Background: an optimization exercise with open tools, aiming at small area, a short achievable clock period and few clock cycles per item. Do not read the settings as production practice. RTL that was checked went through simulation tests only; none was proved equivalent to the original. Function not checked in runs 1 and 2: the RTL went through the layout flow alone. Power figures rest on the tool's default switching activity, not on a simulated workload.

`flow/flow/run.sh`:
```
#!/bin/bash
# Standard layout, asking the timing repair for more setup margin.
set -euo pipefail
bash standard.sh SETUP_SLACK_MARGIN=7 finish > make_finish.log 2>&1
```
`flow/standard.sh`:
```
#!/bin/bash
# synth_recipe.tcl (not shown) runs the flow's synth.tcl, then flattens the netlist and writes it again
# the make line also repeats each setting of config.mk as NAME=value (left out here)
make -C /OpenROAD-flow-scripts/flow DESIGN_CONFIG=/design/flow/config.mk WORK_HOME=/design/flow/orfs CLKGATE_MAP_FILE= SYNTH_SCRIPT=/design/flow/synth_recipe.tcl "${@:-finish}"
```
`flow/config.mk`:
```
export PLATFORM = sky130hd
export DESIGN_NAME = crc_link
export DESIGN_NICKNAME = crc_link
export VERILOG_FILES = /design/flow/design.v
export SDC_FILE = /design/flow/constraint.sdc
export NUM_CORES = 8
export LEC_CHECK = 0
export CAP_MARGIN = 20
export CORE_MARGIN = 2
export CORE_UTILIZATION = 60
export CTS_BUF_LIST = sky130_fd_sc_hd__clkbuf_16
export CTS_CLUSTER_DIAMETER = 100
export CTS_CLUSTER_SIZE = 20
export PLACE_DENSITY = 0.7
export SLEW_MARGIN = 20
export TNS_END_PERCENT = 100
```
`flow/constraint.sdc`:
```
create_clock -name core_clock -period 10.0 [get_ports {clk}]
set_input_delay 2.0000 -clock core_clock [delete_from_list [all_inputs] [get_ports {clk}]]
set_output_delay 2.0000 -clock core_clock [all_outputs]
set_load 0.01 [all_outputs]
```
`flow/design.v`:
```
module crc_link (
  input  wire        clk,
  input  wire        rst,
  input  wire        cmd_valid,
  output wire        cmd_ready,
  input  wire [3:0]  cmd_code,
  input  wire [15:0] cmd_a,
  input  wire [7:0]  cmd_b,
  output reg         resp_valid,
  output reg         resp_ok,
  output reg  [15:0] resp_data,
  output wire        rx_req,
  input  wire        rx_valid,
  input  wire [7:0]  rx_data,
  input  wire        rx_end,
  output wire        tx_valid,
  output wire [7:0]  tx_data,
  input  wire        tx_ready,
  input  wire        tx_fail
);
  localparam [3:0] C_CRCCLR   = 4'h1, C_CRCSTEP = 4'h2, C_FRAMECRC = 4'h3,
                   C_ENCODE   = 4'h4, C_DECODE  = 4'h5, C_RECEIVE  = 4'h6,
                   C_TRANSMIT = 4'h7, C_LDB     = 4'h9, C_STB      = 4'hA,
                   C_RDST     = 4'hB;
  function [15:0] m16;
    input [15:0] c;
    integer i;
    begin
      m16 = c;
      for (i = 0; i < 16; i = i + 1)
        m16 = {m16[14:0], 1'b0} ^ (m16[15] ? 16'h1021 : 16'h0000);
    end
  endfunction
  reg [511:0] bv;                  
  reg [15:0]  crc;                 
  reg [6:0]   n_q;                 
  reg [6:0]   pos;                 
  reg [9:0]   rem;                 
  reg         match_q;             
  reg [1:0]   err;                 
  reg         busy, done_f, fail_f, res_ok;
  reg         rdy_q, cq_v, mode_d;
  reg         wr_okq;              
  reg [15:0]  cq_a;
  reg [7:0]   cq_b;
  reg         v_clr, v_step, v_fsent, v_fjob, v_enc, v_dec, v_rcv, v_xmt, v_ldb, v_stb, v_rdst;
  reg         rx_req_q, tx_valid_q;
  reg [7:0]   tx_cur;              
  reg [7:0]   tx_q;                
  reg         enc_pend;            
  reg         cache_v;             
  reg         s_act, xw, s_tx, s_res, s_fc;
  reg [4:0]   ra;                  
  reg         rxodd;               
  reg         s_fdone, s_z;
  reg [15:0]  tw;                  
  reg         tw_full, tw_fold;
  reg [7:0]   th;                  
  reg         got, rload, rfold;
  reg         t_last, nx_chi, nx_clo;
  reg         rxw;                 
  reg         vpend;               
  reg         rstart;              
  reg c_rop, c_rack, c_rlen, c_rpay, c_ran, c_top, c_ta1, c_trest, c_ta2, c_wait;
  assign cmd_ready = rdy_q;
  assign rx_req    = rx_req_q;
  assign tx_valid  = tx_valid_q;
  assign tx_data   = tx_q;
  wire [7:0] b0 = bv[7:0];
  wire [7:0] b1 = bv[15:8];
  wire [255:0] rd1;
  wire [127:0] rd2;
  wire [63:0]  rd3;
  wire [31:0]  rd4;
  genvar g;
  generate
    for (g = 0; g < 16; g = g + 1) begin : R1
      assign rd1[16*g +: 16] = ra[0] ? bv[32*g + 16 +: 16] : bv[32*g +: 16];
    end
    for (g = 0; g < 8; g = g + 1) begin : R2
      assign rd2[16*g +: 16] = ra[1] ? rd1[32*g + 16 +: 16] : rd1[32*g +: 16];
    end
    for (g = 0; g < 4; g = g + 1) begin : R3
      assign rd3[16*g +: 16] = ra[2] ? rd2[32*g + 16 +: 16] : rd2[32*g +: 16];
    end
    for (g = 0; g < 2; g = g + 1) begin : R4
      assign rd4[16*g +: 16] = ra[3] ? rd3[32*g + 16 +: 16] : rd3[32*g +: 16];
    end
  endgenerate
  wire [15:0] port = ra[4] ? rd4[31:16] : rd4[15:0];
  integer k;
  wire [15:0] ca = cmd_a;
  wire i_hi7z = (ca[15:7] == 9'd0);
  wire i_hi6z = i_hi7z & !ca[6];
  wire i_le64 = i_hi6z | (i_hi7z & (ca[5:0] == 6'd0));
  wire i_ge2  = |ca[15:1];
  wire i_ge4  = |ca[15:2];
  wire i_le60 = i_hi6z & ((ca[5:2] != 4'hF) | (ca[1:0] == 2'd0));
  wire i_lt6  = (ca[15:3] == 13'd0) & !(ca[2] & ca[1]);
  wire i_rdst_ok = (cmd_code == C_RDST) & i_lt6;
  wire [15:0] a = cq_a;
  wire v_any     = v_clr | v_step | v_fsent | v_fjob | v_enc | v_dec | v_rcv | v_xmt |
                   v_ldb | v_stb;
  wire acc       = v_rdst | (v_any & !busy);
  wire a_is_n    = (a[6:0] == n_q);
  wire fast      = !acc | v_dec | (v_rdst & (a[2:0] != 3'd1)) | (v_xmt & a_is_n);
  wire need_res  = enc_pend & !fast;
  wire need_fcrc = v_fjob & !busy & !(cache_v & a_is_n);
  wire go        = cq_v & !xw;
  wire exec      = go & !need_res & !need_fcrc;
  wire start_res = go & need_res;
  wire start_fc  = go & !need_res & need_fcrc;
  wire ex        = exec & acc;
  wire wr_ok     = cq_v & wr_okq;                         
  wire w_stb     = wr_ok & v_stb;
  wire w_enc     = wr_ok & v_enc;
  wire [6:0] jn      = s_fc ? a[6:0] : n_q;               
  wire [5:0] klast   = jn[6:1] - 6'd2;                    
  wire       tx_live = c_top | c_ta1 | c_trest;
  wire       fetch   = s_act & !s_fdone & (!tw_full | !tx_live);
  wire       s_fold  = s_act & tw_fold;
  wire       s_zero  = s_act & s_fdone & !tw_fold & !s_z;
  wire       s_fin   = s_act & s_z;
  wire       fc_done = s_fin & s_fc;
  wire       st_tx   = ex & v_xmt;
  wire       s_start = st_tx | start_res | start_fc;
  wire [6:0] sn      = start_res ? n_q : a[6:0];
  wire       stream_free = !s_act | s_z;
  wire eq4f   = (rx_data == 8'h4F);
  wire len_ok = (rx_data < 8'd30);
  wire r_last = (rem == 10'd1);
  wire [6:0] tdist = n_q - pos;
  wire [7:0] nb_c = pos[0] ? (nx_clo ? crc[7:0] : tw[7:0]) : (nx_chi ? crc[15:8] : th);
  wire rxm     = c_rop | c_rlen | c_rpay;
  wire rx_tk   = rxm & rx_valid;
  wire rop_tk  = c_rop & rx_valid;
  wire rlen_tk = c_rlen & rx_valid;
  wire rpay_tk = c_rpay & rx_valid;
  wire verify  = rpay_tk & r_last;
  wire        racc = c_rlen | c_rpay | c_ran;
  wire [15:0] cfin = m16(racc ? {th, tx_cur} : crc);
  wire [15:0] rfv  = cfin ^ tw;                          
  wire vmatch  = (cfin[7:0] == tw[7:0]) & (cfin[15:8] == rx_data);
  wire f_pay    = c_rpay & !rx_valid & rx_end & !got;    
  wire f_rx_pre = (c_rop & !rx_valid & rx_end) |
                  (c_rack & !tx_ready & tx_fail) |
                  (c_rlen & (rx_valid ? !len_ok : rx_end)) | f_pay;
  wire f_rx_post = c_ran & match_q & !tx_ready & tx_fail;
  wire f_bad     = c_ran & !match_q & (tx_ready | tx_fail);
  wire f_tx      = (c_top & !tx_ready & tx_fail) |
                   (c_ta1 & (rx_valid ? !eq4f : rx_end)) |
                   (c_trest & tx_fail & !(tx_ready & t_last)) |
                   (c_ta2 & (rx_valid ? !eq4f : rx_end));
  wire ok_end    = (c_ran & match_q & tx_ready) | (c_ta2 & rx_valid & eq4f);
  wire end_now   = ok_end | f_rx_pre | f_rx_post | f_bad | f_tx;
  wire n_rop   = (ex & v_rcv) | rcv_now | (c_rop & !rx_valid & !rx_end);
  wire n_rack  = rop_tk | (c_rack & !tx_ready & !tx_fail);
  wire n_rlen  = (c_rack & tx_ready) | (c_rlen & !rx_valid & !rx_end);
  wire n_rpay  = (rlen_tk & len_ok) |
                 (c_rpay & (rx_valid ? !r_last : (!rx_end | got)));
  wire n_ran   = verify | (c_ran & !tx_ready & !tx_fail);
  wire n_top   = st_tx | (c_top & !tx_ready & !tx_fail);
  wire n_ta1   = (c_top & tx_ready) | (c_ta1 & !rx_valid & !rx_end);
  wire n_trest = (c_ta1 & rx_valid & eq4f) |
                 (c_trest & (tx_ready ? (!t_last & !tx_fail) : !tx_fail));
  wire n_ta2   = (c_trest & tx_ready & t_last) | (c_ta2 & !rx_valid & !rx_end);
  wire tx_tk   = (c_top | c_trest) & tx_ready;
  wire [7:0] tx_tkb  = c_top ? th : nb_c;
  wire [7:0] tx_cn   = st_tx ? b0 : !busy_e ? 8'h4F : rload ? tw[15:8] : rfold ? rfv[7:0] :
                       tx_tk ? tx_tkb : tx_cur;
  wire [7:0] tx_qn   = st_tx ? b0 : !busy_e ? 8'h4F : verify ? (vmatch ? 8'h4F : 8'h46) :
                       c_ran ? (match_q ? 8'h4F : 8'h46) : tx_tk ? tx_tkb : tx_cur;
  wire tw_use  = c_trest & tx_ready & pos[0] & !nx_clo;    
  wire       w_emb = s_fin & !s_fc;
  wire       w_en  = rxw | w_emb | w_enc | w_stb;
  wire [4:0] w_wa  = ra;
  wire [1:0] w_be  = rxw ? {rxodd, !rxodd} : (s_act | v_enc) ? 2'b11 : {a[0], !a[0]};
  wire [15:0] w_d  = rxw ? tw : s_act ? crc :
                     v_enc ? {a[8:1] - 8'd1, cq_b} : {cq_b, cq_b};
  always @(posedge clk) begin
    for (k = 0; k < 64; k = k + 1)
      if (w_en && w_wa == k / 2 && w_be[k % 2])
        bv[8*k +: 8] <= (k % 2) ? w_d[15:8] : w_d[7:0];
  end
  wire fresh  = rdy_q & cmd_valid;
  wire busy_e = busy & !(c_wait & stream_free);          
  wire direct = fresh & (busy_e | (mode_d & (cmd_code == C_RDST)));
  wire rcv_now = fresh & !busy_e & mode_d & (cmd_code == C_RECEIVE) & !enc_pend & !xw;
  wire to_q   = fresh & !direct & !rcv_now;
  wire okn = (ok_end | (c_wait & res_ok)) & stream_free;
  wire dn  = done_f | okn;
  wire df  = done_f | fail_f | okn;
  wire [15:0] status = {5'd0, fail_f, dn, busy & !okn, match_q, 1'b0, err, df, df, 1'b0, fail_f};
  wire [2:0]  rk = mode_d ? cmd_a[2:0] : a[2:0];
  reg  [15:0] rdst_val;
  always @* begin
    case (rk)
      3'd0:    rdst_val = status;
      3'd1:    rdst_val = crc;
      3'd2:    rdst_val = {9'd0, c_ran ? pos : n_q};    
      3'd3:    rdst_val = {9'd0, pos};
      3'd4:    rdst_val = {6'd0, rem};
      default: rdst_val = 16'd64;
    endcase
  end
  wire [7:0]  ldb_byte = a[0] ? port[15:8] : port[7:0];
  wire [15:0] rd_val = (mode_d | v_rdst) ? rdst_val : v_dec ? {b0, b1} : {8'd0, ldb_byte};
  wire consume  = exec | fc_done;
  wire held     = cq_v & !consume;
  wire enc_pend_n = (enc_pend & !(s_fin & s_res) & !st_tx) | w_enc;
  wire xw_n     = (xw & !s_fin) | start_res | start_fc;
  wire busy_nx  = busy_e | (ex & v_rcv) | st_tx;
  wire cache_kill = ex & (v_clr | v_step | v_enc | v_stb | v_rcv | v_xmt | v_fsent);
  wire in_xfer  = (cmd_code == C_RECEIVE) | (cmd_code == C_TRANSMIT);
  wire in_fc_miss = (cmd_code == C_FRAMECRC) &
                    !(cache_v & !cache_kill & (cmd_a[6:0] == n_q));
  always @(posedge clk) begin
    if (rdy_q) begin
      cq_a   <= cmd_a;
      cq_b   <= cmd_b;
      v_clr   <= cmd_code == C_CRCCLR;
      v_step  <= cmd_code == C_CRCSTEP;
      v_fsent <= (cmd_code == C_FRAMECRC) & i_le64 & (ca[0] | !i_ge2);
      v_fjob  <= (cmd_code == C_FRAMECRC) & i_le64 & !ca[0] & i_ge2;
      v_enc   <= (cmd_code == C_ENCODE) & !ca[0] & i_ge2 & i_le60;
      v_dec   <= cmd_code == C_DECODE;
      v_rcv   <= cmd_code == C_RECEIVE;
      v_xmt   <= (cmd_code == C_TRANSMIT) & !ca[0] & i_ge4 & i_le64;
      v_ldb   <= (cmd_code == C_LDB) & i_hi6z;
      v_stb   <= (cmd_code == C_STB) & i_hi6z;
      v_rdst  <= i_rdst_ok;
    end
    if (s_start)
      ra <= 5'd1;
    else if (s_act & !s_fin) begin
      if (fetch) ra <= ra + 5'd1;
    end else if (rxm) begin
      if (rx_valid) ra <= c_rop ? 5'd0 : pos[5:1];
    end else if (rdy_q)
      ra <= (cmd_code == C_ENCODE) ? 5'd0 : cmd_a[5:1];
    else
      ra <= v_enc ? 5'd0 : cq_a[5:1];
    if (rx_tk) rxodd <= !c_rop & pos[0];
    if (rop_tk) tw[7:0] <= rx_data;
    else if (rlen_tk) tw[15:8] <= rx_data;
    else if (rpay_tk) begin
      if (pos[0]) tw[15:8] <= rx_data; else tw[7:0] <= rx_data;
    end else if (fetch) tw <= port;
    tx_cur <= tx_cn;
    tx_q   <= rst ? 8'h00 : tx_qn;
    if (st_tx) th <= b1;
    else if (rload) th <= tw[7:0];
    else if (rfold) th <= rfv[15:8];
    else if (tw_use) th <= tw[15:8];
    resp_data <= rd_val;
    if (rst) begin
      cq_v <= 1'b0; rdy_q <= 1'b1; mode_d <= 1'b0; wr_okq <= 1'b1;
      resp_valid <= 1'b0; resp_ok <= 1'b0;
      rx_req_q <= 1'b0; tx_valid_q <= 1'b0;
      crc <= 16'd0; n_q <= 7'd0; pos <= 7'd0; rem <= 10'd0;
      match_q <= 1'b0; err <= 2'd0; busy <= 1'b0; done_f <= 1'b0; fail_f <= 1'b0;
      res_ok <= 1'b0; enc_pend <= 1'b0; cache_v <= 1'b0;
      s_act <= 1'b0; xw <= 1'b0; s_tx <= 1'b0; s_res <= 1'b0; s_fc <= 1'b0;
      s_fdone <= 1'b0; s_z <= 1'b0; tw_full <= 1'b0; tw_fold <= 1'b0;
      got <= 1'b0; rload <= 1'b0; rfold <= 1'b0; rxw <= 1'b0; vpend <= 1'b0;
      rstart <= 1'b0;
      {c_rop, c_rack, c_rlen, c_rpay, c_ran, c_top, c_ta1, c_trest, c_ta2, c_wait} <= 10'd0;
    end else begin
      cq_v   <= rdy_q ? to_q : held;
      rdy_q  <= !held & !(to_q & (xw_n | enc_pend_n | in_fc_miss | in_xfer));
      mode_d <= (ex & (v_rcv | v_xmt)) | (mode_d & !to_q);
      resp_valid <= consume | direct | rcv_now;
      resp_ok    <= (fresh & (busy_e | mode_d) & i_rdst_ok) | rcv_now | (consume & (acc | fc_done));
      rstart     <= rcv_now;
      enc_pend   <= enc_pend_n;
      wr_okq     <= !busy_nx & !xw_n & !enc_pend_n;
      xw         <= xw_n;
      c_rop <= n_rop; c_rack <= n_rack; c_rlen <= n_rlen; c_rpay <= n_rpay; c_ran <= n_ran;
      c_top <= n_top; c_ta1 <= n_ta1; c_trest <= n_trest; c_ta2 <= n_ta2;
      rx_req_q   <= n_rop | n_rlen | n_rpay | n_ta1 | n_ta2;
      tx_valid_q <= n_rack | n_ran | n_top | n_trest;
      c_wait <= end_now | (c_wait & !stream_free);
      if (end_now) res_ok <= ok_end;
      if (busy & c_wait & stream_free) begin
        busy   <= 1'b0;
        done_f <= res_ok;
        fail_f <= !res_ok;
      end
      if (rstart) begin
        err <= 2'd0; match_q <= 1'b0; pos <= 7'd0; rem <= 10'd0; n_q <= 7'd0;
      end
      if (f_rx_pre | f_rx_post) err <= 2'd1;
      if (f_tx)  err <= 2'd2;
      if (f_bad) err <= 2'd3;
      rload <= rlen_tk & len_ok;
      rxw   <= rx_tk;
      vpend <= verify;
      rfold <= rpay_tk & pos[0] & !r_last;
      if (rop_tk) pos <= 7'd1;
      if (rlen_tk) begin
        pos <= 7'd2;
        rem <= {1'b0, rx_data, 1'b0} + 10'd4;
        got <= 1'b0;
      end
      if (rpay_tk) begin
        pos <= pos + 7'd1;
        rem <= rem - 10'd1;
        got <= !rx_end;
      end else if (c_rpay & rx_end) begin
        got <= 1'b0;
      end
      if (verify) match_q <= vmatch;
      if (c_ran & match_q & tx_ready) begin
        n_q     <= pos;
        cache_v <= 1'b1;
      end
      if (tx_tk) pos <= pos + 7'd1;
      if (tw_use) tw_full <= 1'b0;
      if (st_tx) begin
        t_last <= 1'b0; nx_chi <= 1'b0; nx_clo <= 1'b0;    
      end else if (tx_tk) begin
        t_last <= nx_chi; nx_chi <= nx_clo; nx_clo <= (tdist == 7'd4);
      end
      if (s_start) begin
        s_act   <= 1'b1;
        s_tx    <= st_tx;
        s_res   <= start_res;
        s_fc    <= start_fc;
        s_fdone <= (sn[6:1] < 6'd3);
        s_z     <= 1'b0;
        tw_full <= 1'b0;
        tw_fold <= 1'b0;
      end else begin
        if (fetch) begin
          s_fdone <= ({1'b0, ra} == klast);
          tw_full <= 1'b1;
        end
        tw_fold <= fetch;
        if (s_zero) s_z <= 1'b1;
        if (s_fin) begin
          s_act <= 1'b0;
          if (!s_fc) cache_v <= 1'b1;
        end
      end
      if (vpend)
        crc <= cfin;
      else if (s_fold)
        crc <= m16(crc) ^ tw;
      else if (s_start)
        crc <= {b0, b1};
      else if (s_zero)
        crc <= cfin;
      else if (ex & v_clr)
        crc <= 16'd0;
      else if (ex & v_step)
        crc <= m16(crc) ^ a;
      else if (ex & v_fsent)
        crc <= 16'hFFFF;
      if (cache_kill | start_fc) cache_v <= 1'b0;
      if (ex & v_enc) n_q <= a[6:0] + 7'd4;
      if (ex & v_rcv) begin
        busy <= 1'b1; done_f <= 1'b0; fail_f <= 1'b0;
        err <= 2'd0; match_q <= 1'b0; pos <= 7'd0; rem <= 10'd0; n_q <= 7'd0;
      end
      if (st_tx) begin
        busy <= 1'b1; done_f <= 1'b0; fail_f <= 1'b0;
        err <= 2'd0; pos <= 7'd0; n_q <= a[6:0];
      end
      if (rcv_now) begin
        busy <= 1'b1; done_f <= 1'b0; fail_f <= 1'b0; cache_v <= 1'b0;
      end
    end
  end
endmodule
```
==> summary.txt, run 1 <==
Status
  • Status: no timing/DRC/antenna violations

Yosys
  • Synth top area share: 0.5404
  • EDFF count, synth: 575
  • Mapped Area: 0.03195 mm^2
  • Yosys cell types: 84
  • Yosys warning count: 1
  • Synth top cells by count: edfxtp_1, nor2_1, mux4_2
  • Mapped Cells: 2273
  • Syn Area/Cell: 14.06 um^2
  • Syn Nets: 2337
  • Post-synthesis register bit count: 693
  • Top_reg_cell synth: edfxtp_1
  • Count leader, synth: edfxtp_1
  • Dominant cell type by area after synthesis: edfxtp_1
  • Main area contributors after synthesis: edfxtp_1, mux4_2, dfxtp_1
  • Post-synthesis async set-or-reset flop share: 0
  • Sequential element share of the synthesized area: 0.6143

Timing
  • Fin crit period: 3.228 ns
  • Fin crit share: 0.3228
  • Clock Skew: 0.04140 ns
  • Maximum clock frequency: 309.8 MHz
  • Setup_tns: 0 ns
  • Setup-failing EPs final: 0
  • PnR worst setup slack: 6.772 ns
  • Final Max Tran Viols: 0
  • Worst slew pin tran: 0.9909 ns
  • Final Hold Viols: 0
  • Relative slew slack: 0.3369
  • RSZ-0062 raised after global routing: true

Critical path
  • Crit Path Category: reg2out
  • CP endpoint: cmd_ready
  • Slowest stage delay, CP: 0.37 ns
  • CP Capture Type: output port
  • Worst endpoint data arrival time: 1.23 ns
  • Worst R2R Path Depth: 6
  • Crit Reg-Reg Startpoint: cq_a[0]$_DFFE_PP_
  • Critical path origin: rdy_q$_SDFF_PP1_
  • Slowest cell on crit path: dfxtp_4
  • R2r setup slk: 6.96 ns
  • Crit path required time: 8.00 ns
  • Crit-path max FO: 2
  • Cells along the critical path: buf_12 > buf_6
  • Reg2reg end: bv[131]$_DFFE_PP_
  • Startpoint Class: flip-flop

Detailed routing
  • First-iteration detailed-routing DRC count: 2985
  • Antenna Nets Post-Route: 0
  • DR pass1 iterations: 6
  • Post-DR wirelength/cell: 32.67 um
  • Residual DRC count: 0
  • Avg Vias per Cell: 6.985
  • Routed WL: 100000 um
  • Vias: 21390

Finish
  • Area Growth Syn to Fin: 14.01%
  • Fin nets: 2424
  • Diodes inserted: 0
  • Fillers: 3545
  • Layout cells sized above 1: 0.2843

Floorplanning
  • Chip width: 234.8 um
  • Die area: 0.05511 mm^2
  • Core Rows: 84
  • Initial Util: 0.6068
  • Ports: 72
  • DIE HEIGHT: 234.8 um
  • Core area: 0.05266 mm^2

CTS
  • CTS Buf Count: 41
  • # clock sinks: 693
  • CTS HTree Levels: 2
  • CTS max path bufs: 3
  • Clock latency on the worst-skew pair: 0.64 ns
  • Clk slew on worst S/H paths: 0.10 ns
  • CTS tree: built
  • Clock root cell: clkbuf_16

Global route
  • First-pass GRT wire length: 145000 um
  • Largest net degree at the start of global routing: 59
  • All-Layer GR Usage: 0.3621
  • Initial antenna violation count: 3
  • Final global-route overflow total: 0
  • Vias in the first global route: 20710

Power and ir drop
  • Sequential power share: 0.482
  • Logic gate share of total power: 0.272
  • Power share of the clock group: 0.247
  • Pwr/cell area: 192.7 mW/mm^2
  • Leakage: 12.09 nW
  • Net Sw Frac: 0.3082
  • Pint: 0.004857 W
  • P_sw: 0.002164 W
  • Worst ir drop on vdd: 0.1941 mV

Placed design
  • Pre-CTS setup slack: 5.441 ns
  • IO Port Bufs: 71
  • Detailed Place HPWL: 64610 um
  • Placer congestion estimate: 0.9559

Job
  • Max-cap violations: 0

Hold path
  • Hold Crit Class: reg2reg
layer usage:
layer | vias up | track usage | share of wire
met2 | 1402 | 0.5709 | 0.47
met1 | 10720 | 0.4915 | 0.37
met3 | 341 | 0.06638 | 0.097
li1 | 8925 | - | -
met5 | - | 0 | 0.00013
met4 | 2 | 0.1772 | 0.064
cells by family after synthesis:
| group | count (synthesis) | share of synthesized area |
|---|---|---|
| DFF | 693 | 0.6143 |
| muxes | 239 | 0.1383 |
| and+or+nand+nor | 549 | 0.07797 |
| xor gates and xnor gates | 165 | 0.05357 |
| buffers and inverters | 181 | 0.02267 |
| AOI/OAI and AO/OA | 425 | 0.08490 |
| adders and majority gates | 21 | 0.008223 |
flip-flops by register name, indices dropped and copies added (netlist names), 2 cells and up:
signal / flops
bv: 512
cq_a: 16
cq_b: 8
crc: 16
err: 2
n_q: 7
pos: 7
ra: 5
rem: 10
resp_data: 16
th: 8
tw: 16
tx_cur: 8
tx_q: 8
layout by cell type, fill, tap and decap left out, types with 9 or more instances in the layout:
cell type / synthesis / layout
edfxtp_1: 575 / 575
mux4_2: 160 / 160
nor2_1: 227 / 155
nand2_1: 138 / 128
a21oi_1: 136 / 123
buf_4: 1 / 95
xnor2_1: 101 / 91
o21ai_0: 103 / 77
dfxtp_1: 118 / 73
nor2_2: 0 / 66
mux2i_1: 62 / 45
clkbuf_16: 0 / 43
xor2_1: 44 / 39
inv_1: 30 / 38
nand3_1: 37 / 35
buf_6: 0 / 35
dfxtp_2: 0 / 32
a211oi_1: 33 / 31
and3_1: 24 / 23
nor3_1: 32 / 21
ha_1: 21 / 21
a31oi_1: 21 / 19
buf_2: 33 / 16
o21ai_2: 1 / 15
o211ai_1: 15 / 15
a21oi_2: 1 / 14
mux2_2: 15 / 13
dfxtp_4: 0 / 13
o21ai_1: 4 / 12
a22oi_1: 13 / 12
mux2i_2: 2 / 11
nand2b_1: 11 / 10
xnor2_2: 2 / 10
and2_1: 9 / 9
o221ai_1: 9 / 9
nor4_1: 14 / 9
clkdlybuf4s50_1: 0 / 9
buf_12: 0 / 9
worst max-delay path: cells and delay by family (launching register included):
kind / cells / cell delay (ns)
DFF: 1 / 0.37
buffers and inverters: 2 / 0.23
worst min path at each step:
stage	slack, ns	from	end	cells past startpoint
5_1_grt	0.52	s_res$_SDFFE_PP0P_	s_res$_SDFFE_PP0P_	2
2_1_floorplan	0.45	s_res$_SDFFE_PP0P_	s_res$_SDFFE_PP0P_	2
3_5_place_dp	0.47	s_res$_SDFFE_PP0P_	s_res$_SDFFE_PP0P_	2
6_report	0.50	s_res$_SDFFE_PP0P_	s_res$_SDFFE_PP0P_	2
3_3_place_gp	0.46	s_res$_SDFFE_PP0P_	s_res$_SDFFE_PP0P_	2
4_1_cts	0.49	s_res$_SDFFE_PP0P_	s_res$_SDFFE_PP0P_	2
repair_timing:
item | 4_1_cts | 5_1_grt
resized for setup | 419 | 130
pin swaps | 26 | 34
hold buffers | 0 | 0
buffers inserted | 49 | 31
cloned | 5 | 2
endpoints found under the setup margin | 774 | 253
endpoints found under the hold margin | 0 | 0
power by group through the flow:
| stage | logic [W] | registers (W) | clock network, W |
|---|---|---|---|
| after global routing | 0.00199 | 0.00338 | 0.00183 |
| after floorplan | 0.00112 | 0.00337 | 0 |
| after CTS | 0.00181 | 0.00337 | 0.00175 |
| final | 0.00191 | 0.00338 | 0.00173 |
| after detailed placement | 0.00160 | 0.00346 | 0 |
| after global placement | 0.00157 | 0.00347 | 0 |
layout make-up:
class,instances,area (um^2),area share
tap,688,860.8,0.02363
clock inverter,15,103.9,0.002851
sequential,693,19720,0.5413
inverter,32,132.6,0.003641
multi-input combinational,1401,12670,0.3478
clock buffer,42,1051,0.02885
timing repair buffer,191,1891,0.05190
metrics by stage:
step                cell area (um^2)  cells  utilization  power (W)  hold WS (ns)
floorplan                      32290   2273            -   0.004497        0.4488
global placement               33510   2918       0.6365   0.005041        0.4596
detailed placement             33530   2918       0.6368   0.005061        0.4728
CTS                            35770   3029       0.6793   0.006926        0.4941
global route                   36430   3062       0.6918   0.007204        0.5207
finish                         36430   3062       0.6918   0.007021        0.5033
==> inputs of run 2 (changes only) <==
--- a/flow/config.mk
+++ b/flow/config.mk
@@ -6,11 +6,11 @@
 export NUM_CORES = 8
 export LEC_CHECK = 0
-export CAP_MARGIN = 20
+export CAP_MARGIN = 15
 export CORE_MARGIN = 2
-export CORE_UTILIZATION = 60
+export CORE_UTILIZATION = 65
 export CTS_BUF_LIST = sky130_fd_sc_hd__clkbuf_16
 export CTS_CLUSTER_DIAMETER = 100
 export CTS_CLUSTER_SIZE = 20
-export PLACE_DENSITY = 0.7
-export SLEW_MARGIN = 20
+export PLACE_DENSITY = 0.75
+export SLEW_MARGIN = 15
 export TNS_END_PERCENT = 100
==> summary.txt, run 2 <==
Yosys
  • EDFF count, synth: 575 (unchanged)
  • Count leader, synth: edfxtp_1
  • Mapped Cells: 2273 (unchanged)
  • Syn Area/Cell: 14.06 um^2 (unchanged)
  • Mapped Area: 0.03195 mm^2 (unchanged)
  • Sequential element share of the synthesized area: 0.6143 (unchanged)
  • Post-synthesis async set-or-reset flop share: 0 (unchanged)
  • Top_reg_cell synth: edfxtp_1
  • Post-synthesis register bit count: 693 (unchanged)
  • Main area contributors after synthesis: edfxtp_1, mux4_2, dfxtp_1
  • Dominant cell type by area after synthesis: edfxtp_1
  • Yosys cell types: 84 (unchanged)
  • Synth top area share: 0.5404 (unchanged)
  • Synth top cells by count: edfxtp_1, nor2_1, mux4_2
  • Syn Nets: 2337 (unchanged)
  • Yosys warning count: 1 (unchanged)

Timing
  • PnR worst setup slack: 6.744 ns (-0.02792 ns)
  • Maximum clock frequency: 307.1 MHz (-0.86%)
  • Worst slew pin tran: 1.247 ns (+0.2564 ns)
  • Fin crit share: 0.3256 (+0.002792)
  • Clock Skew: 0.04260 ns (+0.001197 ns)
  • Setup-failing EPs final: 0 (unchanged)
  • Final Max Tran Viols: 0 (unchanged)
  • Fin crit period: 3.256 ns (+0.02792 ns)
  • Relative slew slack: 0.1665 (-0.1705)
  • Setup_tns: 0 ns (unchanged)
  • WHS: 0.4995 ns (-0.003768 ns)
  • Final Hold Viols: 0 (unchanged)
  • RSZ-0062 raised after global routing: true

Detailed routing
  • Residual DRC count: 0 (unchanged)
  • Antenna Nets Post-Route: 0 (unchanged)
  • Vias: 22680 (+6.0%)
  • Post-DR wirelength/cell: 35.88 um (+9.8%)
  • First-iteration detailed-routing DRC count: 3687 (+24%)
  • DR pass1 iterations: 7 (+1)
  • Avg Vias per Cell: 7.421 (+6.2%)
  • Routed WL: 109700 um (+9.6%)

Critical path
  • CP endpoint: bv[283]$_DFFE_PP_
  • Slowest stage delay, CP: 0.79 ns (+0.42 ns)
  • Crit path required time: 10.22 ns (+2.22 ns)
  • Critical path origin: s_act$_SDFFE_PP0P_
  • CP Capture Type: flip-flop
  • Worst Path Buf+Inv: 1 (-1)
  • Crit-path max FO: 30 (+28)
  • R2r setup slk: 6.74 ns (-0.22 ns)
  • Cells along the critical path: buf_4 > nor4_1 > a21oi_1 > nand2_1 > nor2_2
  • Crit path max-delay family: simple AND/OR/NAND/NOR gates
  • Slowest cell on crit path: nand2_1
  • Worst path depth: 5 (+3)
  • Worst endpoint data arrival time: 3.48 ns (+2.25 ns)
  • Startpoint Class: flip-flop
  • Worst R2R Path Depth: 5 (-1)
  • Crit Reg-Reg Startpoint: s_act$_SDFFE_PP0P_
  • Crit Path Category: reg2reg
  • Reg2reg end: bv[283]$_DFFE_PP_

Floorplanning
  • Die area: 0.05095 mm^2 (-7.6%)
  • Chip width: 225.7 um (-3.9%)
  • Core Rows: 81 (-3.6%)
  • Core area: 0.04875 mm^2 (-7.4%)
  • DIE HEIGHT: 225.7 um (-3.9%)
  • Initial Util: 0.6555 (+0.04864)
  • Ports: 72 (unchanged)

CTS
  • CTS max path bufs: 3 (unchanged)
  • CTS HTree Levels: 2 (unchanged)
  • Clock latency on the worst-skew pair: 0.62 ns (-0.02 ns)
  • Clock root cell: clkbuf_16
  • # hold bufs at CTS: 0 (unchanged)
  • CTS tree: built
  • # clock sinks: 693 (unchanged)
  • Clk slew on worst S/H paths: 0.09 ns (about the same)
  • CTS Buf Count: 40 (-2.4%)

Global route
  • First-pass GRT wire length: 151700 um (+4.6%)
  • Vias in the first global route: 21500 (+3.8%)
  • Initial antenna violation count: 4 (+1)
  • Largest net degree at the start of global routing: 73 (+24%)
  • Final global-route overflow total: 0 (unchanged)
  • All-Layer GR Usage: 0.4199 (+0.05777)

Placed design
  • Detailed Place HPWL: 66030 um (+2.2%)
  • Placed cell count: 2890 (-0.96%)
  • Placer congestion estimate: 1.007 (+5.3%)
  • Pre-CTS setup slack: 5.421 ns (-0.01942 ns)
  • IO Port Bufs: 71 (unchanged)

Power and ir drop
  • Total power draw: 0.007093 W (+1.0%)
  • Pwr/cell area: 192.8 mW/mm^2 (about the same)
  • Worst ir drop on vdd: 0.1989 mV (+2.5%)
  • Leakage: 12.21 nW (+0.94%)

Status
  • Status: no timing/DRC/antenna violations

Finish
  • Largest register by flop count: bv
  • Largest register FFs: 512 (unchanged)
  • Layout Cells excl Fill: 3056 (-0.20%)
  • Most frequent cells in the layout: edfxtp_1, nor2_1, mux4_2, a21oi_1, nand2_1
  • Area Growth Syn to Fin: 15.16%
  • Layout cells sized above 1: 0.2874 (+0.003117)
  • Commonest non-fill, non-tap cell in the layout: edfxtp_1
  • Fin nets: 2440 (+0.66%)

Job
  • Max-cap violations: 0 (unchanged)

Hold path
  • Hold Crit Class: reg2reg
-- run 2: cell counts after synthesis --
No cell type changed its count.
-- run 2: worst min-delay path, delay by kind of cell, from the launching register on --
family	cells	cell delay [ns]
compound gates	1	0.06
flops	1	0.33
simple gates	1	0.08
-- run 2: worst min-delay path by stage --
stage | startpoint | end | slack [ns] | cells after the start
after global placement | s_res$_SDFFE_PP0P_ | s_res$_SDFFE_PP0P_ | 0.46 | 2
final | s_res$_SDFFE_PP0P_ | s_res$_SDFFE_PP0P_ | 0.50 | 2
after CTS | s_res$_SDFFE_PP0P_ | s_res$_SDFFE_PP0P_ | 0.49 | 2
after global routing | s_res$_SDFFE_PP0P_ | s_res$_SDFFE_PP0P_ | 0.53 | 2
after detailed placement | s_res$_SDFFE_PP0P_ | s_res$_SDFFE_PP0P_ | 0.47 | 2
after floorplan | s_res$_SDFFE_PP0P_ | s_res$_SDFFE_PP0P_ | 0.45 | 2
-- run 2: kinds of logic (layout without fill, tap and decap cells) --
family	count (synthesis)	after routing	synth area share
simple gates	549	551	0.07797
xor+xnor	165	165	0.05357
fa+ha+maj	21	21	0.008223
buf+inv	181	295	0.02267
compound gates	425	426	0.08490
mux	239	239	0.1383
flops	693	693	0.6143
other cells	0	2	0
-- run 2: layer usage --
layer / up-vias / global-route usage / part of all wire
met5: - / 0 / 0.00015
met4: 2 / 0.2220 / 0.072
met3: 461 / 0.09797 / 0.12
met2: 2107 / 0.6626 / 0.46
met1: 11160 / 0.5487 / 0.34
li1: 8945 / - / -
-- run 2: power breakdown --
group	switching, W	internal [W]
Combinational	0.00111	0.000845
Sequential	0.000125	0.00327
Clock	0.000987	0.000749
Total	0.00223	0.00487
-- run 2: what timing repair did --
action / 4_1_cts / 5_1_grt
setup buffers: 58 / 43
setup endpoints to repair: 772 / 328
gates resized for setup: 457 / 151
gates cloned: 2 / 5
pin swaps: 32 / 38
-- run 2: final cells by class --
type / instances / area, um^2
clock buffers: 41 / 1026
fillers: 2841 / 11950
clock inverters: 15 / 98.84
well taps: 664 / 830.8
multi-input cells: 1402 / 12910
diodes: 2 / 5.005
flip-flops and latches: 693 / 19730
repair buffers: 207 / 2058
inverters: 32 / 136.4
-- run 2: stage by stage --
| step | cell area, um^2 | util |
|---|---|---|
| after detailed placement | 33440 | 0.6860 |
| after floorplan | 32290 | - |
| after CTS | 35800 | 0.7343 |
| after global routing | 36790 | 0.7547 |
| after global placement | 33440 | 0.6860 |
| final | 36800 | 0.7548 |
==> inputs of run 3 (changes only) <==
--- a/flow/design.v
+++ b/flow/design.v
@@ -188,8 +188,10 @@
   wire rcv_now = fresh & !busy_e & mode_d & (cmd_code == C_RECEIVE) & !enc_pend & !xw;
   wire to_q   = fresh & !direct & !rcv_now;
-  wire okn = (ok_end | (c_wait & res_ok)) & stream_free;
+  wire end_e = c_wait & stream_free;
+  wire okn = (ok_end & stream_free) | (end_e & res_ok);
+  wire fn  = fail_f | (end_e & !res_ok);
   wire dn  = done_f | okn;
-  wire df  = done_f | fail_f | okn;
-  wire [15:0] status = {5'd0, fail_f, dn, busy & !okn, match_q, 1'b0, err, df, df, 1'b0, fail_f};
+  wire df  = dn | fn;
+  wire [15:0] status = {5'd0, fn, dn, busy & !okn & !end_e, match_q, 1'b0, err, df, df, 1'b0, fn};
   wire [2:0]  rk = mode_d ? cmd_a[2:0] : a[2:0];
   reg  [15:0] rdst_val;
--- a/flow/config.mk
+++ b/flow/config.mk
@@ -6,11 +6,11 @@
 export NUM_CORES = 8
 export LEC_CHECK = 0
-export CAP_MARGIN = 15
+export CAP_MARGIN = 20
 export CORE_MARGIN = 2
-export CORE_UTILIZATION = 65
+export CORE_UTILIZATION = 60
 export CTS_BUF_LIST = sky130_fd_sc_hd__clkbuf_16
 export CTS_CLUSTER_DIAMETER = 100
 export CTS_CLUSTER_SIZE = 20
-export PLACE_DENSITY = 0.75
-export SLEW_MARGIN = 15
+export PLACE_DENSITY = 0.7
+export SLEW_MARGIN = 20
 export TNS_END_PERCENT = 100
==> summary.txt, run 3 <==
Global route
  • First-pass GRT wire length: 146000 um (-3.7%)
  • Final global-route overflow total: 0 (unchanged)
  • Vias in the first global route: 21030 (-2.2%)
  • All-Layer GR Usage: 0.3619 (-0.05803)
  • Largest net degree at the start of global routing: 55 (-25%)
  • Initial antenna violation count: 0 (-4)

Detailed routing
  • Antenna Nets Post-Route: 0 (unchanged)
  • Residual DRC count: 0 (unchanged)
  • Routed WL: 102000 um (-7.0%)
  • Avg Vias per Cell: 7.017 (-5.4%)
  • DR pass1 iterations: 8 (+1)
  • Vias: 21870 (-3.6%)
  • First-iteration detailed-routing DRC count: 3166 (-14%)
  • Post-DR wirelength/cell: 32.74 um (-8.7%)

CTS
  • CTS HTree Levels: 2 (unchanged)
  • Clock latency on the worst-skew pair: 0.61 ns (about the same)
  • Clk slew on worst S/H paths: 0.09 ns (about the same)
  • Clock root cell: clkbuf_16
  • CTS max path bufs: 3 (unchanged)
  • # clock sinks: 693 (unchanged)
  • CTS Buf Count: 41 (+2.5%)
  • # hold bufs at CTS: 0 (unchanged)
  • CTS tree: built

Placed design
  • IO Port Bufs: 71 (unchanged)
  • Placed cell area: 0.03401 mm^2 (+1.7%)
  • Placer congestion estimate: 0.9990 (-0.79%)
  • Detailed Place HPWL: 68150 um (+3.2%)

Timing
  • Final Max Tran Viols: 0 (unchanged)
  • Final Hold Viols: 0 (unchanged)
  • Worst slew pin tran: 1.022 ns (-0.2255 ns)
  • Setup_tns: 0 ns (unchanged)
  • Relative slew slack: 0.3163 (+0.1498)
  • Fin crit share: 0.3165 (-0.009160)
  • Setup-failing EPs final: 0 (unchanged)
  • Clock Skew: 0.02712 ns (-0.01548 ns)
  • RSZ-0062 raised after global routing: true
  • Fin crit period: 3.165 ns (-0.09160 ns)
  • Maximum clock frequency: 316.0 MHz (+2.9%)

Yosys
  • Yosys warning count: 1 (unchanged)
  • Synth Area in XOR/XNOR: 0.05199 (-0.001576)
  • Sequential element share of the synthesized area: 0.6042 (-0.01013)
  • Main area contributors after synthesis: edfxtp_1, mux4_2, dfxtp_1
  • Yosys cell types: 86 (+2.4%)
  • Synth Area in Simple Gates: 0.07799 (about the same)
  • Syn Area/Cell: 13.92 um^2 (-0.98%)
  • Count leader, synth: edfxtp_1
  • Synth top cells by count: edfxtp_1, nor2_1, nand2_1
  • Mapped Cells: 2334 (+2.7%)
  • Main combinational cell family by area after synthesis: multiplexers
  • Syn Nets: 2398 (+2.6%)
  • Synth top area share: 0.5315 (-0.008908)
  • Top_reg_cell synth: edfxtp_1
  • Dominant cell type by area after synthesis: edfxtp_1
  • Post-Synth Adder-Cell Area: 0.008088 (-0.0001356)
  • Compound-Gate Fraction of Synth Area: 0.09524 (+0.01035)
  • Post-synthesis register bit count: 693 (unchanged)
  • EDFF count, synth: 575 (unchanged)
  • Mapped Area: 0.03249 mm^2 (+1.7%)
  • Mux cell area share after synthesis: 0.1344 (-0.003937)
  • Post-synthesis async set-or-reset flop share: 0 (unchanged)

Finish
  • Layout cells sized above 1: 0.2607 (-0.02670)
  • Design Area, Final: 0.03662 mm^2 (-0.48%)
  • Area Growth Syn to Fin: 12.72%
  • Fin nets: 2461 (+0.86%)
  • Fillers: 3694 (+30%)
  • Diodes inserted: 0 (-2)
  • Commonest non-fill, non-tap cell in the layout: edfxtp_1
  • Most frequent cells in the layout: edfxtp_1, mux4_2, nand2_1, nor2_1, a21oi_1
  • Largest register FFs: 512 (unchanged)
  • Largest register by flop count: bv

Critical path
  • Slowest cell on crit path: dfxtp_4
  • CP Capture Type: output port
  • Crit Path Category: reg2out
  • Crit-path max FO: 2 (-93%)
  • Crit path required time: 8.00 ns (-2.22 ns)
  • Worst Path Buf+Inv: 1 (unchanged)
  • Cells along the critical path: buf_6
  • Crit path max-delay family: flip-flops
  • Worst endpoint data arrival time: 1.16 ns (-2.32 ns)
  • Slowest stage delay, CP: 0.43 ns (-0.36 ns)
  • Startpoint Class: flip-flop

Floorplanning
  • Chip width: 236.7 um (+4.9%)
  • DIE HEIGHT: 236.7 um (+4.9%)
  • Core area: 0.05371 mm^2 (+10%)
  • Ports: 72 (unchanged)
  • Initial Util: 0.6049 (-0.05056)
  • Die area: 0.05602 mm^2 (+10%)
  • Core Rows: 85 (+4.9%)

Power and ir drop
  • Sequential power share: 0.477 (-0.002)
  • Power share of the clock group: 0.245 (about the same)
  • Leakage: 12.07 nW (-1.1%)
  • Pwr/cell area: 194.0 mW/mm^2 (+0.64%)
  • Worst ir drop on vdd: 0.1706 mV (-14%)
  • Net Sw Frac: 0.3160 (+0.002261)
  • P_sw: 0.002245 W (+0.88%)
  • Logic gate share of total power: 0.278 (+0.002)
  • Pint: 0.004859 W (-0.17%)

Hold path
  • Hold Crit Class: reg2reg

Status
  • Status: no timing/DRC/antenna violations

Job
  • Max-cap violations: 0 (unchanged)
## run 3: cell types whose count changed in the layout (fill, tap and decap cells not counted), moves of 9 or more
cell | previous run | this run
inv_1 | 39 | 58
a22oi_1 | 12 | 21
nor2_2 | 35 | 44
o21ai_2 | 9 | 19
nand4_1 | 8 | 19
buf_6 | 42 | 28
o21a_1 | 5 | 24
dfxtp_4 | 15 | 5
a21oi_1 | 127 | 101
nor2_1 | 160 | 134
buf_4 | 105 | 95
dfxtp_1 | 70 | 83
mux2i_1 | 50 | 63
nand2_1 | 125 | 143
## run 3: power groups by stage
stage,logic (W),clock network [W],registers (W)
2_1_floorplan,0.00123,0,0.00338
3_3_place_gp,0.00171,0,0.00348
3_5_place_dp,0.00173,0,0.00348
4_1_cts,0.00189,0.00175,0.00338
5_1_grt,0.00206,0.00184,0.00339
6_report,0.00198,0.00174,0.00339
## run 3: metal layers
metal,up-vias,global-route usage,routed length (um)
li1,9148,-,-
met1,10910,0.4813,37080
met2,1486,0.5920,48710
met3,321,0.05631,9824
met4,0,0.1711,6414
met5,-,0,0
## run 3: timing repair
| item | in CTS | in global routing |
|---|---|---|
| cloned | 2 | 4 |
| pin swaps | 21 | 18 |
| buffers inserted | 43 | 21 |
| endpoints found under the setup margin | 793 | 592 |
| endpoints found under the hold margin | 0 | 0 |
| resized for setup | 388 | 124 |
## run 3: cells by family after synthesis
kind of cell,after synthesis
DFF,693
and+or+nand+nor,551
AOI/OAI and AO/OA,463
muxes,240
buffers and inverters,207
xor gates and xnor gates,159
adders and majority gates,21
## run 3: cell type report
| cell class | instances | area, um^2 | share of cell area |
|---|---|---|---|
| flip-flops and latches | 693 | 19690 | 0.5375 |
| inverters | 42 | 165.2 | 0.004510 |
| repair buffers | 182 | 1658 | 0.04527 |
| multi-input cells | 1437 | 13030 | 0.3557 |
| well taps | 696 | 870.8 | 0.02378 |
| clock inverters | 24 | 163.9 | 0.004476 |
| clock buffers | 42 | 1051 | 0.02870 |
## run 3: path summary, 6_finish.rpt
kind | startpoint | endpoint | slack, ns | cells after the start
setup reg to reg | crc[7]$_SDFFE_PP0P_ | tx_q[0]$_SDFF_PP0_ | 7.01 | 7
hold / removal | s_res$_SDFFE_PP0P_ | s_res$_SDFFE_PP0P_ | 0.47 | 2
hold reg to reg | s_res$_SDFFE_PP0P_ | s_res$_SDFFE_PP0P_ | 0.47 | 2
setup / recovery | rdy_q$_SDFF_PP1_ | cmd_ready | 6.84 | 1
## run 3: through the flow
stage | setup WS [ns] | cells | utilization | hold slack, ns | power, W
global route | 6.832 | 3116 | 0.6818 | 0.4938 | 0.007288
detailed placement | 5.336 | 2980 | 0.6332 | 0.4481 | 0.005207
finish | 6.835 | 3116 | 0.6818 | 0.4669 | 0.007104
floorplan | 6.415 | 2334 | - | 0.4371 | 0.004611
global placement | 5.417 | 2980 | 0.6331 | 0.4464 | 0.005192
CTS | 6.770 | 3091 | 0.6706 | 0.4602 | 0.007019
Testbench counts of run 3, summed over its fixed seeds: cycles 19,184, frames 256.
==> inputs of run 4 (changes only) <==
--- a/flow/design.v
+++ b/flow/design.v
@@ -270,5 +270,5 @@
     end else begin
       cq_v   <= rdy_q ? to_q : held;
-      rdy_q  <= !held & !(to_q & (xw_n | enc_pend_n | in_fc_miss | in_xfer));
+      rdy_q  <= !held & !(fresh & (xw_n | enc_pend_n | in_fc_miss | in_xfer));
       mode_d <= (ex & (v_rcv | v_xmt)) | (mode_d & !to_q);
       resp_valid <= consume | direct | rcv_now;
==> flow/flow/run.sh (replaced) <==
#!/bin/bash
# Standard layout, asking the timing repair for more setup margin.
set -euo pipefail
bash standard.sh SETUP_SLACK_MARGIN=6.9 finish > make_finish.log 2>&1
==> summary.txt, run 4 <==
Power and ir drop
  • Logic gate share of total power: 0.262 (-0.016)
  • P_sw: 0.002120 W (-5.6%)
  • Pwr/cell area: 191.9 mW/mm^2 (-1.1%)
  • Net Sw Frac: 0.3093 (-0.006705)
  • Sequential power share: 0.492 (+0.015)
  • Pint: 0.004735 W (-2.6%)
  • Worst ir drop on vdd: 0.1733 mV (+1.6%)
  • Leakage: 11.70 nW (-3.1%)
  • Power share of the clock group: 0.246 (about the same)

Job
  • Max-cap violations: 0 (unchanged)

Timing
  • Clock Skew: 0.02867 ns (+0.001551 ns)
  • Fin crit share: 0.3199 (+0.003404)
  • Setup-failing EPs final: 0 (unchanged)
  • RSZ-0062 raised after global routing: true
  • Fin crit period: 3.199 ns (+0.03404 ns)
  • Setup_tns: 0 ns (unchanged)
  • Worst slew pin tran: 0.9142 ns (-0.1076 ns)
  • Maximum clock frequency: 312.6 MHz (-1.1%)
  • Final Max Tran Viols: 0 (unchanged)
  • Final Hold Viols: 0 (unchanged)
  • Relative slew slack: 0.3905 (+0.07427)
  • PnR worst setup slack: 6.801 ns (-0.03404 ns)

Finish
  • Layout cells sized above 1: 0.2331 (-0.02766)
  • Most frequent cells in the layout: edfxtp_1, nor2_1, nand2_1, mux4_2, a21oi_1
  • Commonest non-fill, non-tap cell in the layout: edfxtp_1
  • Largest register by flop count: bv
  • Fin nets: 2444 (-0.69%)
  • Fillers: 3646 (-1.3%)
  • Area Growth Syn to Fin: 11.48%
  • Largest register FFs: 512 (unchanged)

Floorplanning
  • Initial Util: 0.6085 (+0.003629)
  • Ports: 72 (unchanged)
  • Die area: 0.05527 mm^2 (-1.3%)
  • DIE HEIGHT: 235.1 um (-0.68%)
  • Core area: 0.05266 mm^2 (-2.0%)
  • Core Rows: 84 (-1.2%)
  • Chip width: 235.1 um (-0.68%)

Detailed routing
  • Antenna Nets Post-Route: 0 (unchanged)
  • Post-DR wirelength/cell: 31.62 um (-3.4%)
  • Routed WL: 97480 um (-4.4%)
  • First-iteration detailed-routing DRC count: 2890 (-8.7%)
  • DR pass1 iterations: 8 (unchanged)
  • Residual DRC count: 0 (unchanged)
  • Avg Vias per Cell: 6.943 (-1.1%)
  • Vias: 21400 (-2.1%)

Yosys
  • Top_reg_cell synth: edfxtp_1
  • Dominant cell type by area after synthesis: edfxtp_1
  • Count leader, synth: edfxtp_1
  • Syn Area/Cell: 13.69 um^2 (-1.7%)
  • Mapped Area: 0.03204 mm^2 (-1.4%)
  • Post-synthesis register bit count: 693 (unchanged)
  • Synth top cells by count: edfxtp_1, nor2_1, nand2_1
  • Synth top area share: 0.5389 (+0.007388)
  • Sequential element share of the synthesized area: 0.6126 (+0.008399)
  • Yosys cell types: 85 (-1.2%)
  • EDFF count, synth: 575 (unchanged)
  • Main area contributors after synthesis: edfxtp_1, mux4_2, dfxtp_1
  • Mapped Cells: 2341 (+0.30%)
  • Syn Nets: 2405 (+0.29%)
  • Post-synthesis async set-or-reset flop share: 0 (unchanged)
  • Yosys warning count: 1 (unchanged)

Critical path
  • Worst endpoint data arrival time: 1.20 ns (+0.04 ns)
  • Worst R2R Path Depth: 7 (unchanged)
  • Crit-path max FO: 2 (unchanged)
  • Crit Path Category: reg2out
  • Crit path required time: 8.00 ns (about the same)
  • Startpoint Class: flip-flop
  • CP Capture Type: output port

Global route
  • Final global-route overflow total: 0 (unchanged)
  • First-pass GRT wire length: 140800 um (-3.5%)
  • Largest net degree at the start of global routing: 61 (+11%)
  • Vias in the first global route: 20700 (-1.5%)
  • Initial antenna violation count: 2 (+2)
  • All-Layer GR Usage: 0.3487 (-0.01322)

Hold path
  • Hold Crit Class: reg2reg
  • Hold path depth: 2 (unchanged)

CTS
  • CTS HTree Levels: 2 (unchanged)
  • Clock latency on the worst-skew pair: 0.61 ns (about the same)
  • Clock root cell: clkbuf_16
  • # hold bufs at CTS: 0 (unchanged)
  • # clock sinks: 693 (unchanged)
  • CTS max path bufs: 3 (unchanged)
  • Clk slew on worst S/H paths: 0.09 ns (about the same)
  • CTS tree: built
  • CTS Buf Count: 40 (-2.4%)

Status
  • Status: no timing/DRC/antenna violations

Placed design
  • Pre-CTS setup slack: 5.493 ns (+0.1575 ns)
  • Detailed Place HPWL: 65010 um (-4.6%)
  • IO Port Bufs: 71 (unchanged)
  • Placer congestion estimate: 0.9766 (-2.2%)
-- run 4: through the flow --
| step | cell area (um^2) | power [W] | utilization | std cells | hold slack, ns |
|---|---|---|---|---|---|
| after CTS | 35210 | 0.006755 | 0.6687 | 3064 | 0.5114 |
| after detailed placement | 33480 | 0.005035 | 0.6358 | 2982 | 0.4976 |
| after global routing | 35720 | 0.007035 | 0.6783 | 3082 | 0.5294 |
| final | 35720 | 0.006855 | 0.6784 | 3083 | 0.5174 |
| after floorplan | 32250 | 0.004462 | - | 2341 | 0.4492 |
| after global placement | 33470 | 0.005017 | 0.6356 | 2981 | 0.4697 |
-- run 4: per-layer routing --
metal,GRT usage,wire (um),up-vias
met4,0.1573,5570,2
met3,0.06168,9547,293
met2,0.5567,46020,1359
met1,0.4742,36330,10730
met5,0,13,-
li1,-,-,9020
-- run 4: area by class of cell --
type / count / area, um^2 / area share
Sequential cell: 693 / 19690 / 0.5513
Inverter: 36 / 142.6 / 0.003993
Timing Repair Buffer: 155 / 1420 / 0.03976
Tap cell: 688 / 860.8 / 0.02410
Clock inverter: 15 / 100.1 / 0.002802
Multi-Input combinational cell: 1454 / 12480 / 0.3493
Clock buffer: 41 / 1026 / 0.02872
Antenna cell: 1 / 2.502 / 0.00007006
-- run 4: what timing repair did --
action | 4_1_cts | 5_1_grt
gates cloned | 3 | 2
pin swaps | 18 | 20
setup endpoints to repair | 723 | 490
resized for setup | 334 | 109
buffers inserted | 23 | 16
-- run 4: cell families after synthesis --
| kind of cell | Yosys count | synth area share |
|---|---|---|
| AO/OA/AOI/OAI | 447 | 0.08860 |
| adder cells (fa/ha/maj) | 21 | 0.008200 |
| XOR/XNOR | 160 | 0.05135 |
| flip-flops | 693 | 0.6126 |
| buffers and inverters | 195 | 0.02444 |
| multiplexers | 226 | 0.1304 |
| AND/OR/NAND/NOR | 599 | 0.08442 |
-- run 4: critical path, stage by stage, from the launching register on --
cell,delay [ns]
dfxtp_4,0.36
buf_12,0.12
buf_6,0.11
-- run 4: final timing paths --
path	from	to	slack [ns]
hold / removal	c_rack$_SDFF_PP0_	c_rack$_SDFF_PP0_	0.52
setup / recovery	rdy_q$_SDFF_PP1_	cmd_ready	6.80
setup reg to reg	s_act$_SDFFE_PP0P_	bv[375]$_DFFE_PP_	6.84
hold reg to reg	c_rack$_SDFF_PP0_	c_rack$_SDFF_PP0_	0.52
-- run 4: power groups by stage --
stage          registers (W)  clock network [W]  logic, W
5_1_grt              0.00337            0.00179   0.00188
4_1_cts              0.00337            0.00169   0.00170
2_1_floorplan        0.00337                  0   0.00110
3_3_place_gp         0.00345                  0   0.00157
3_5_place_dp         0.00345                  0   0.00159
6_report             0.00337            0.00169   0.00180
Testbench counts of run 4, summed over its fixed seeds: cycles 19,184, frames 256.
==> inputs of run 5 (changes only) <==
==> flow/flow/run.sh (replaced) <==
#!/bin/bash
# Standard layout, asking the timing repair for more setup margin.
set -euo pipefail
bash standard.sh SETUP_SLACK_MARGIN=6.5 finish > make_finish.log 2>&1
==> summary.txt, run 5 <==
Floorplanning
  • Core area: 0.05266 mm^2 (unchanged)
  • Initial Util: 0.6085 (unchanged)
  • DIE HEIGHT: 235.1 um (unchanged)
  • Ports: 72 (unchanged)
  • Die area: 0.05527 mm^2 (unchanged)
  • Core Rows: 84 (unchanged)
  • Chip width: 235.1 um (unchanged)

Timing
  • Setup_tns: 0 ns (unchanged)
  • Final Max Tran Viols: 0 (unchanged)
  • Final Hold Viols: 0 (unchanged)
  • Setup-failing EPs final: 0 (unchanged)
  • Fin crit period: 3.544 ns (+0.3450 ns)
  • Worst slew pin tran: 1.123 ns (+0.2084 ns)
  • Clock Skew: 0.03476 ns (+0.006094 ns)
  • Maximum clock frequency: 282.2 MHz (-9.7%)
  • Relative slew slack: 0.2459 (-0.1447)
  • Fin crit share: 0.3544 (+0.03450)
  • RSZ-0062 raised after global routing: true

Global route
  • First-pass GRT wire length: 140500 um (-0.23%)
  • Final global-route overflow total: 0 (unchanged)
  • All-Layer GR Usage: 0.3482 (-0.0004329)
  • Largest net degree at the start of global routing: 61 (unchanged)
  • Vias in the first global route: 20260 (-2.1%)
  • Initial antenna violation count: 1 (-1)

Power and ir drop
  • Pwr/cell area: 194.8 mW/mm^2 (+1.5%)
  • Leakage: 11.48 nW (-1.9%)
  • Worst ir drop on vdd: 0.2165 mV (+25%)
  • Total power draw: 0.006797 W (-0.84%)

Detailed routing
  • Vias: 21090 (-1.5%)
  • Residual DRC count: 0 (unchanged)
  • First-iteration detailed-routing DRC count: 3090 (+6.9%)
  • Avg Vias per Cell: 6.895 (-0.69%)
  • Antenna Nets Post-Route: 0 (unchanged)
  • DR pass1 iterations: 8 (unchanged)
  • Post-DR wirelength/cell: 31.36 um (-0.81%)
  • Routed WL: 95940 um (-1.6%)

Yosys
  • Count leader, synth: edfxtp_1
  • Post-Synth Adder-Cell Area: 0.008200 (unchanged)
  • Syn Nets: 2405 (unchanged)
  • Synth Area in XOR/XNOR: 0.05135 (unchanged)
  • Post-synthesis async set-or-reset flop share: 0 (unchanged)
  • Synth Area in Simple Gates: 0.08442 (unchanged)
  • Post-synthesis register bit count: 693 (unchanged)
  • Dominant cell type by area after synthesis: edfxtp_1
  • Mapped Area: 0.03204 mm^2 (unchanged)
  • Mux cell area share after synthesis: 0.1304 (unchanged)
  • Mapped Cells: 2341 (unchanged)
  • Sequential element share of the synthesized area: 0.6126 (unchanged)
  • EDFF count, synth: 575 (unchanged)
  • Synth top cells by count: edfxtp_1, nor2_1, nand2_1
  • Main combinational cell family by area after synthesis: multiplexers
  • Yosys cell types: 85 (unchanged)
  • Syn Area/Cell: 13.69 um^2 (unchanged)
  • Synth top area share: 0.5389 (unchanged)
  • Main area contributors after synthesis: edfxtp_1, mux4_2, dfxtp_1
  • Compound-Gate Fraction of Synth Area: 0.08860 (unchanged)
  • Yosys warning count: 1 (unchanged)
  • Top_reg_cell synth: edfxtp_1

CTS
  • Clk slew on worst S/H paths: 0.10 ns (about the same)
  • # clock sinks: 693 (unchanged)
  • CTS Buf Count: 41 (+2.5%)
  • CTS HTree Levels: 2 (unchanged)
  • CTS max path bufs: 3 (unchanged)
  • Clock root cell: clkbuf_16
  • Clock latency on the worst-skew pair: 0.62 ns (about the same)
  • CTS tree: built
  • # hold bufs at CTS: 0 (unchanged)

Critical path
  • R2r setup slk: 6.46 ns (-0.38 ns)
  • Critical path origin: crc[4]$_SDFFE_PP0P_
  • Crit Path Category: reg2reg
  • Crit Reg-Reg Startpoint: crc[4]$_SDFFE_PP0P_
  • CP Capture Type: flip-flop
  • Crit-path max FO: 6 (+4)
  • Worst R2R Path Depth: 8 (+1)
  • Worst endpoint data arrival time: 4.08 ns (+2.88 ns)
  • Reg2reg end: tx_q[0]$_SDFF_PP0_
  • Crit path required time: 10.54 ns (+2.54 ns)
  • Startpoint Class: flip-flop

Finish
  • Sequential Area: 0.01964 mm^2 (-0.25%)
  • Commonest non-fill, non-tap cell in the layout: edfxtp_1
  • Multi-input logic area: 0.01189 mm^2 (-4.7%)
  • Fillers: 3673 (+0.74%)
  • Largest register FFs: 512 (unchanged)
  • Diodes inserted: 0 (-1)
  • Layout cells sized above 1: 0.1472 (-0.08589)
  • Most frequent cells in the layout: edfxtp_1, nor2_1, nand2_1, mux4_2, a21oi_1
  • Area Growth Syn to Fin: 8.892%
  • Fin nets: 2412 (-1.3%)
  • Largest register by flop count: bv

Hold path
  • Hold Path End: fail_f$_SDFFE_PP0P_
  • Hold Startpoint: fail_f$_SDFFE_PP0P_
  • Hold path depth: 2 (unchanged)
  • Hold Crit Class: reg2reg

Job
  • Max-cap violations: 0 (unchanged)

Placed design
  • Placer congestion estimate: 0.9918 (+1.6%)
  • IO Port Bufs: 71 (unchanged)
  • Detailed Place HPWL: 65520 um (+0.79%)

Status
  • Status: no timing/DRC/antenna violations
[run 5: changes by cell type in the layout (fill, tap and decap cells not counted), moves of 23 or more]
cell,delta
buf_2,-23
buf_4,-23
dfxtp_1,+28
dlygate4sd2_1,+24
nor2_1,+59
nor2_2,-40
[run 5: cell type report]
cell class / count / share of cell area
well taps: 688 / 0.02467
multi-input cells: 1453 / 0.3409
repair buffers: 123 / 0.03353
clock buffers: 42 / 0.03012
clock inverters: 24 / 0.003909
inverters: 36 / 0.003980
flip-flops and latches: 693 / 0.5629
[run 5: cell families after synthesis]
kind of cell             Yosys count
buffers and inverters            195
multiplexers                     226
adder cells (fa/ha/maj)           21
AND/OR/NAND/NOR                  599
XOR/XNOR                         160
flip-flops                       693
AO/OA/AOI/OAI                    447
[run 5: routing by layer]
layer,track usage,vias up,part of all wire
met3,0.04702,247,0.098
met4,0.1577,0,0.054
met5,0,-,0
met1,0.4882,10500,0.38
met2,0.5510,1398,0.47
li1,-,8950,-
[run 5: repair_timing]
item                                    in CTS  in global routing
setup buffers                                7                  4
endpoints found under the setup margin     412                 90
gates cloned                                 1                  0
pin swaps                                    1                  4
gates resized for setup                     61                 32
[run 5: per-stage QoR]
| stage | setup slack [ns] | cells | util | hold slack, ns | cell area (um^2) |
|---|---|---|---|---|---|
| after floorplan | 6.458 | 2341 | - | 0.4492 | 32080 |
| after CTS | 6.500 | 3055 | 0.6600 | 0.4972 | 34750 |
| after detailed placement | 5.395 | 2981 | 0.6339 | 0.4780 | 33380 |
| after global placement | 5.398 | 2980 | 0.6336 | 0.4687 | 33360 |
| after global routing | 6.451 | 3059 | 0.6626 | 0.5314 | 34890 |
| final | 6.456 | 3059 | 0.6626 | 0.4986 | 34890 |
[run 5: critical path: stages, from the launching register on]
cell	delay, ns
dfxtp_1	0.58
xnor3_2	0.59
xor2_4	0.42
mux2i_2	0.33
xnor2_2	0.47
a21o_1	0.20
nand4_1	0.10
or4_4	0.59
a211oi_2	0.18
[run 5: worst max-delay path by stage]
stage / slack [ns] / to
floorplan: 6.46 / err[0]$_SDFFE_PP0P_
global placement: 5.40 / tx_q[1]$_SDFF_PP0_
detailed placement: 5.40 / resp_data[2]$_DFF_P_
CTS: 6.50 / tx_data[5]
global route: 6.45 / ra[4]$_SDFFE_PP0P_
finish: 6.46 / tx_q[0]$_SDFF_PP0_
[run 5: power by group]
part | switching [W] | internal (W)
registers | 0.000115 | 0.00325
logic | 0.00102 | 0.000670
clock network | 0.000963 | 0.000772
total | 0.00210 | 0.00470

## re-timing with driven ports
The results above use ideal ports. As a check the final layouts listed here were re-extracted and re-timed, cells and wires unchanged.
Step 1: set_driving_cell puts a clkbuf_16 on clk and a buf_2 on each other input, an assumption about the parent block.
Step 2 moves the port delays by t, midway between the first and last clock arrival at a register: inputs arrive t later, outputs are due t later. That takes back most of the time a late clock gives input paths.
a / b / c = ideal / step 1 / step 2; a / b = the first two.
run	shift t [ns]	slack for setup (ns)	clock arrival spread, ns	worst register clock-pin slew, ns	cell pins on the clock port's net
run 1	0.673	6.772 / 6.714 / 6.248	0.043 / 0.043	0.10 / 0.10	1
run 2	0.671	6.744 / 6.744 / 6.139	0.043 / 0.043	0.10 / 0.10	1
run 3	0.661	6.835 / 6.773 / 6.252	0.027 / 0.028	0.10 / 0.10	1
run 4	0.663	6.801 / 6.738 / 6.230	0.029 / 0.029	0.10 / 0.10	1
run 5	0.667	6.456 / 6.456 / 5.867	0.035 / 0.035	0.10 / 0.10	1
After both steps every run listed still meets setup and hold. For run 2, which loses most, drivers alone change the setup slack by 0.000 ns; drivers and shift together by -0.605 ns.
